Source: an optimization exercise on an open RTL-to-GDS flow (aim: small area, a short achievable clock period and few clock cycles). Production flows keep margins and buffers that such runs may drop. The RTL was checked by simulation tests, not by an equivalence proof against the original design.

== job 2764 ==
## hsv2rgb_stream
module hsv2rgb_stream (
    input  wire        clk,
    input  wire        rst,         
    input  wire        in_valid,
    output wire        in_ready,
    input  wire [23:0] in_hsv,      
    output reg         out_valid,
    input  wire        out_ready,
    output wire [31:0] out_rgba     
);
    reg sk_valid;
    wire en = !sk_valid;
    assign in_ready = en;
    wire [7:0] a0, b0;
    wire [1:0] grp;
    gr_hue u_hue (.h(in_hsv[23:16]), .a0(a0), .b0(b0), .grp(grp));
    reg        v1;
    reg [7:0]  a0_q, b0_q, s_q, v1_q;
    reg [1:0]  grp_q;
    always @(posedge clk) begin
        if (rst)
            v1 <= 1'b0;
        else if (en)
            v1 <= in_valid;
        if (en) begin
            a0_q <= a0; b0_q <= b0; grp_q <= grp;
            s_q  <= in_hsv[15:8]; v1_q <= in_hsv[7:0];
        end
    end
    wire [7:0] r1, g1, b1;
    gr_sat u_sat (.a0(a0_q), .b0(b0_q), .grp(grp_q), .s(s_q), .r1(r1), .g1(g1), .b1(b1));
  ...
Size: roughly 1,700 cells after synthesis, ~120 flip-flops, roughly 62 I/O pins.
clock: 17.0 ns
lec_check: 0
cap_margin: 5
core_margin: 2
core_utilization: 70
cts_buf_list: sky130_fd_sc_hd__clkbuf_4 sky130_fd_sc_hd__clkbuf_8
place_density: 0.8
slew_margin: 5
standard.sh (not shown) runs the stock make flow with config.mk's settings and CLKGATE_MAP_FILE= SYNTH_SCRIPT=/design/flow/synth_recipe.tcl, a recipe that flattens the netlist after the stock synthesis.
==> flow/flow/run.sh <==
#!/bin/bash
# The standard layout, with: port buffers made of buf_2 cells; clock tree from
# clkbuf_4/clkbuf_8 with larger sink clusters and no dummy loads; repair_timing
# aiming for 11.6 ns of setup slack (at the design's clock period and constraints).
set -euo pipefail
bash standard.sh \
  "BUFFER_PORTS_ARGS=-buffer_cell sky130_fd_sc_hd__buf_2" \
  "CTS_ARGS=-sink_clustering_enable -repair_clock_nets -buf_list {sky130_fd_sc_hd__clkbuf_4 sky130_fd_sc_hd__clkbuf_8} -sink_clustering_size 30 -sink_clustering_max_diameter 80 -dont_use_dummy_load" \
  SETUP_SLACK_MARGIN=11.6 finish > standard_flow.log 2>&1
Testbench counts of job 2764, summed over its fixed seeds: cycles 32,024.
## Diff of input files: job 5812 against job 2764
--- a/flow/flow/run.sh
+++ b/flow/flow/run.sh
@@ -4 +4 @@
-# aiming for 11.6 ns of setup slack (at the design's clock period and constraints).
+# aiming for 11.9 ns of setup slack (at the design's clock period and constraints).
@@ -9 +9 @@
-  SETUP_SLACK_MARGIN=11.6 finish > standard_flow.log 2>&1
+  SETUP_SLACK_MARGIN=11.9 finish > standard_flow.log 2>&1
--- a/flow/config.mk
+++ b/flow/config.mk
@@ -10 +10 @@
-export CORE_UTILIZATION = 70
+export CORE_UTILIZATION = 55
@@ -12 +12 @@
-export PLACE_DENSITY = 0.8
+export PLACE_DENSITY = 0.7
@@ -13,0 +14 @@
+export TNS_END_PERCENT = 10
Proportion of cell area occupied by registers was higher in the run labelled job 2764. Job 2764 → job 5812: design area has increased; area growth from synthesis to final layout rose by 4.1 points.
## Diff of input files: job 8054 against job 5812
--- a/flow/flow/run.sh
+++ b/flow/flow/run.sh
@@ -4 +4 @@
-# aiming for 11.9 ns of setup slack (at the design's clock period and constraints).
+# aiming for 12.3 ns of setup slack (at the design's clock period and constraints).
@@ -9 +9 @@
-  SETUP_SLACK_MARGIN=11.9 finish > standard_flow.log 2>&1
+  SETUP_SLACK_MARGIN=12.3 finish > standard_flow.log 2>&1
--- a/flow/config.mk
+++ b/flow/config.mk
@@ -10 +10 @@
-export CORE_UTILIZATION = 55
+export CORE_UTILIZATION = 65
@@ -12 +12 @@
-export PLACE_DENSITY = 0.7
+export PLACE_DENSITY = 0.75
@@ -14 +14 @@
-export TNS_END_PERCENT = 10
+export TNS_END_PERCENT = 0
## What came out
Compared with job 5812, job 8054 shows first-iteration DRC count that has gone up by a few percent.
[compare] base=job 5812 new=job 8054: total iterations of the first detailed-routing run has decreased, setup slack now larger, number of non-filler instances in the completed layout now sits lower.
Relative to job 8054, the following input files were edited for job 8011:
==> flow/flow/run.sh <==
#!/bin/bash
# The standard layout, with: port buffers made of buf_2 cells; clock tree from
# clkbuf_4/clkbuf_8 with larger sink clusters and no dummy loads; repair_timing
# aiming for 11.6 ns of setup slack (at the design's clock period and constraints).
set -euo pipefail
bash standard.sh \
  "BUFFER_PORTS_ARGS=-buffer_cell sky130_fd_sc_hd__buf_2" \
  "CTS_ARGS=-sink_clustering_enable -repair_clock_nets -buf_list {sky130_fd_sc_hd__clkbuf_4 sky130_fd_sc_hd__clkbuf_8} -sink_clustering_size 50 -sink_clustering_max_diameter 150 -dont_use_dummy_load" \
  SETUP_SLACK_MARGIN=11.6 finish > standard_flow.log 2>&1
--- a/flow/config.mk
+++ b/flow/config.mk
@@ -14 +13,0 @@
-export TNS_END_PERCENT = 0
[summary]
- Post-cts hold buffer count came out exactly the same in job 8011 and job 8054.
- Relative slew slack deteriorates in job 8011 relative to job 8054.
- Diff job 8054 -> job 8011: area overhead of the layout relative to synthesis shows a reduction of 4.2 points, post-layout net count went down 1.9%.

---

## build 35
Another version of the RTL of hsv2rgb_stream (not shown whole).
Size: roughly 120 flip-flops, ~62 I/O pins, roughly 15,000 um^2 of cells after synthesis.
export LEC_CHECK = 0
export CAP_MARGIN = 5
export CORE_MARGIN = 2
export CORE_UTILIZATION = 65
export CTS_BUF_LIST = sky130_fd_sc_hd__clkbuf_4 sky130_fd_sc_hd__clkbuf_8
export PLACE_DENSITY = 0.75
export SLEW_MARGIN = 5
create_clock -name core_clock -period 17.0 [get_ports {clk}]
==> flow/flow/run.sh <==
#!/bin/bash
# The standard layout, with the port buffers made of buf_2 cells.
set -euo pipefail
bash standard.sh "BUFFER_PORTS_ARGS=-buffer_cell sky130_fd_sc_hd__buf_2" finish > standard_flow.log 2>&1
Testbench counts of build 35, summed over its fixed seeds: cycles 32,024.
--- input diff build 35..build 25 ---
Settings: CTS_BUF_LIST removed (was sky130_fd_sc_hd__clkbuf_4 sky130_fd_sc_hd__clkbuf_8); CAP_MARGIN changed from 5 to 20; PLACE_DENSITY removed (was 0.75); SLEW_MARGIN changed from 5 to 20; CORE_UTILIZATION changed from 65 to 40.
==> flow/run.sh (new file) <==
#!/bin/bash
# synth_recipe.tcl (not shown) runs the flow's synth.tcl, then flattens the netlist and writes it again
# the make line also repeats each setting of config.mk as NAME=value (left out here)
make -C /OpenROAD-flow-scripts/flow DESIGN_CONFIG=/design/flow/config.mk WORK_HOME=/design/flow/orfs CLKGATE_MAP_FILE= SYNTH_SCRIPT=/design/flow/synth_recipe.tcl finish
removed: flow/flow/run.sh
removed: flow/standard.sh
Results
Shortest clock period the worst path allows after layout (build 25 over build 35): increase, 0.36 ns. Comparing build 35 and build 25, the lower worst setup slack was measured on build 25. Build 25 | status: complete | timing, DRC, antenna: pass. Build 25 vs build 35: global-route usage down in build 25. In terms of via count of the first global-routing pass, build 35 and build 25 differ only marginally. As of build 25, core region area had risen by more than half compared to build 35. Going from build 35 to build 25, non-clock buffer count rose 1.5%; HPWL reported at the end of detailed placement rose 1.2 mm.
Changes in build 41 relative to build 25:
==> flow/flow/run.sh (new file) <==
#!/bin/bash
# The standard layout, with repair_timing aiming for 12.5 ns of setup slack
# (at the design's clock period and constraints) instead of 0.
set -euo pipefail
bash standard.sh SETUP_SLACK_MARGIN=12.5 finish > standard_flow.log 2>&1
==> flow/standard.sh (new file) <==
#!/bin/bash
# synth_recipe.tcl (not shown) runs the flow's synth.tcl, then flattens the netlist and writes it again
# the make line also repeats each setting of config.mk as NAME=value (left out here)
make -C /OpenROAD-flow-scripts/flow DESIGN_CONFIG=/design/flow/config.mk WORK_HOME=/design/flow/orfs CLKGATE_MAP_FILE= SYNTH_SCRIPT=/design/flow/synth_recipe.tcl "${@:-finish}"
removed: flow/run.sh
--- outcome ---
Sequential share of layout area in build 41 vs build 25: down 3.7 points
Summary of build 41 over build 25: routed length on met3 grew by about 140%; number of nets with antenna violations after routing held steady; core utilization grew by 11 points.
Build 41 vs. build 25: clock edge transition at the registers on the reported setup and hold paths was more or less identical, achievable clock frequency went up by 25%, design area went up by 24%.

---

== job 7292 ==
RTL: one of the versions met above, not the one the previous note started from.
For scale: about 1700 cells after synthesis, roughly 120 flip-flops, ~0.015 sq mm of cells after synthesis.
export LEC_CHECK = 0
export CAP_MARGIN = 5
export CORE_MARGIN = 2
export CORE_UTILIZATION = 65
export CTS_BUF_LIST = sky130_fd_sc_hd__clkbuf_4 sky130_fd_sc_hd__clkbuf_8
export PLACE_DENSITY = 0.75
export SLEW_MARGIN = 5
export TNS_END_PERCENT = 10
create_clock -name core_clock -period 17.0 [get_ports {clk}]
==> flow/flow/run.sh <==
#!/bin/bash
# The standard layout, with: port buffers made of buf_2 cells; clock tree from
# clkbuf_4/clkbuf_8 with larger sink clusters and no dummy loads; repair_timing
# aiming for 11.9 ns of setup slack (at the design's clock period and constraints).
set -euo pipefail
bash standard.sh \
  "BUFFER_PORTS_ARGS=-buffer_cell sky130_fd_sc_hd__buf_2" \
  "CTS_ARGS=-sink_clustering_enable -repair_clock_nets -buf_list {sky130_fd_sc_hd__clkbuf_4 sky130_fd_sc_hd__clkbuf_8} -sink_clustering_size 30 -sink_clustering_max_diameter 80 -dont_use_dummy_load" \
  SETUP_SLACK_MARGIN=11.9 finish > standard_flow.log 2>&1
Job 7292: done, clean on timing, DRC and antenna
Testbench counts of job 7292, summed over its fixed seeds: cycles 32,024.
Here is what was changed in the inputs of job 8435 compared with job 7292.
Settings: changing TNS_END_PERCENT from 10 to 0.
--- a/flow/flow/run.sh
+++ b/flow/flow/run.sh
@@ -4 +4 @@
-# aiming for 11.9 ns of setup slack (at the design's clock period and constraints).
+# aiming for 11.7 ns of setup slack (at the design's clock period and constraints).
@@ -9 +9 @@
-  SETUP_SLACK_MARGIN=11.9 finish > standard_flow.log 2>&1
+  SETUP_SLACK_MARGIN=11.7 finish > standard_flow.log 2>&1
- The fmax reported for job 8435 is smaller than that of job 7292 by 2.4%.
- Job 8435 against job 7292: latest clock arrival within the worst-skew pair went up by 0.02 ns; met1 track demand over resource in global routing saw a decrease.
- For the utilization, job 8435 came in 1.4 points lower than job 7292 did.
- Of job 8435 and job 7292, the higher via count of the first global-routing pass belongs to job 7292.
- Going from job 7292 to job 8435, relative area change from synthesis to final layout moved down; cell area fell 330 sq um.
The inputs of job 4224 differ from those of job 8435 as listed below.
Settings: changing PLACE_DENSITY from 0.75 to 0.8; changing CORE_UTILIZATION from 65 to 72; changing TNS_END_PERCENT from 0 to 10.
--- a/flow/flow/run.sh
+++ b/flow/flow/run.sh
@@ -4 +4 @@
-# aiming for 11.7 ns of setup slack (at the design's clock period and constraints).
+# aiming for 11.9 ns of setup slack (at the design's clock period and constraints).
@@ -9 +9 @@
-  SETUP_SLACK_MARGIN=11.7 finish > standard_flow.log 2>&1
+  SETUP_SLACK_MARGIN=11.9 finish > standard_flow.log 2>&1
- The peak per-stage delay on the critical path on job 4224 is in line with that on job 8435.
- Going from job 8435 to job 4224, via total after detailed routing has increased, total die area dropped 9.5%.
- Taking job 8435 as the reference, in job 4224 wire length of the first global-routing pass rose 2.7%, final design instance area without fill rose 0.91%.
- Looking at required time at the endpoint of the critical path, job 4224 sits 0.02 ns lower than job 8435 does.
- Wire length on job 4224 is behind job 8435.
- Between job 4224 and job 8435, the cell area after placement figures differ only marginally.
- Job 4224 vs job 8435 on number of buffers inserted by post-CTS setup repair: job 4224 is the higher one.
diff inputs: job 4224 => job 1129
Settings: TNS_END_PERCENT: 10 -> unset; PLACE_DENSITY: 0.8 -> 0.75; CORE_UTILIZATION: 72 -> 65.
--- a/flow/flow/run.sh
+++ b/flow/flow/run.sh
@@ -4 +4 @@
-# aiming for 11.9 ns of setup slack (at the design's clock period and constraints).
+# aiming for 11.7 ns of setup slack (at the design's clock period and constraints).
@@ -9 +9 @@
-  SETUP_SLACK_MARGIN=11.9 finish > standard_flow.log 2>&1
+  SETUP_SLACK_MARGIN=11.7 finish > standard_flow.log 2>&1
[summary]
Diff job 4224 -> job 1129 | post-cts repair resize count | decrease of 12. For job 4224, the capturing instance or port of the critical path was b0_q[4]$_DFFE_PN_, unlike job 1129, where it was b0_q[3]$_DFFE_PN_. The maximum clock frequency of job 1129 is higher than that of job 4224.
Input-level comparison between job 7045 and job 1129:
Settings: TNS_END_PERCENT: unset -> 0.
--- a/flow/flow/run.sh
+++ b/flow/flow/run.sh
@@ -4 +4 @@
-# aiming for 11.7 ns of setup slack (at the design's clock period and constraints).
+# aiming for 12.0 ns of setup slack (at the design's clock period and constraints).
@@ -9 +9 @@
-  SETUP_SLACK_MARGIN=11.7 finish > standard_flow.log 2>&1
+  SETUP_SLACK_MARGIN=12.0 finish > standard_flow.log 2>&1
==> comparison <==
- Between job 7045 and job 1129, it is job 7045 whose total detailed-routing wirelength is higher, by 380 microns.
- Job 7045 ended up with a higher maximum frequency than job 1129 did.
- Job 7045 has more setup slack than job 1129.
- Changes observed in job 7045 relative to job 1129: required time of the critical path down 0.02 ns, count of nets after finishing flat, total non-filler cell area in the finished layout up 1.1%.

==> re-timing with driven ports <==
In the flow no input, the clock included, has a driving cell. The finished layouts below were timed again as built, in two steps.
Step 1 assumes that a clkbuf_16 drives the clock port and a buf_2 every other input.
Step 2 times the ports against the registers' clock, not the clock port: input delays grow and output delays shrink by t, the midpoint of the rising clock arrivals with the driver on.
Slacks: ideal / step 1 / step 2; pairs: ideal / step 1.
run | shift t [ns] | setup slack, ns | worst hold slack (ns) | worst setup path after step 2 | slew at the worst register clock pin (ns)
job 2764 | 0.484 | 11.694 / 11.718 / 11.234 | 0.411 / 0.411 / 0.411 | input to register | 0.08 / 0.08
job 5812 | 0.490 | 11.818 / 11.813 / 11.324 | 0.408 / 0.408 / 0.408 | input to register | 0.10 / 0.10
job 8054 | 0.478 | 11.913 / 11.893 / 11.415 | 0.396 / 0.396 / 0.396 | input to register | 0.09 / 0.09
job 8011 | 0.481 | 11.661 / 11.681 / 11.200 | 0.398 / 0.398 / 0.398 | input to register | 0.09 / 0.09
build 35 | 0.508 | 11.216 / 11.238 / 10.730 | 0.425 / 0.425 / 0.425 | input to register | 0.09 / 0.09
build 25 | 0.476 | 10.861 / 10.884 / 10.408 | 0.423 / 0.423 / 0.423 | input to register | 0.06 / 0.06
build 41 | 0.492 | 12.073 / 12.051 / 11.558 | 0.416 / 0.416 / 0.416 | input to register | 0.06 / 0.06
job 7292 | 0.480 | 11.902 / 11.871 / 11.392 | 0.396 / 0.396 / 0.396 | input to register | 0.09 / 0.09
job 8435 | 0.499 | 11.775 / 11.796 / 11.297 | 0.410 / 0.410 / 0.410 | input to register | 0.10 / 0.10
job 4224 | 0.481 | 11.771 / 11.792 / 11.312 | 0.409 / 0.409 / 0.409 | input to register | 0.09 / 0.09
job 1129 | 0.503 | 11.798 / 11.820 / 11.317 | 0.408 / 0.408 / 0.408 | input to register | 0.09 / 0.09
job 7045 | 0.478 | 11.874 / 11.857 / 11.379 | 0.403 / 0.403 / 0.403 | input to register | 0.09 / 0.09
After both steps setup and hold are still met in every run listed. For build 41, which loses most, drivers alone change the setup slack by -0.022 ns; drivers and shift together by -0.515 ns.
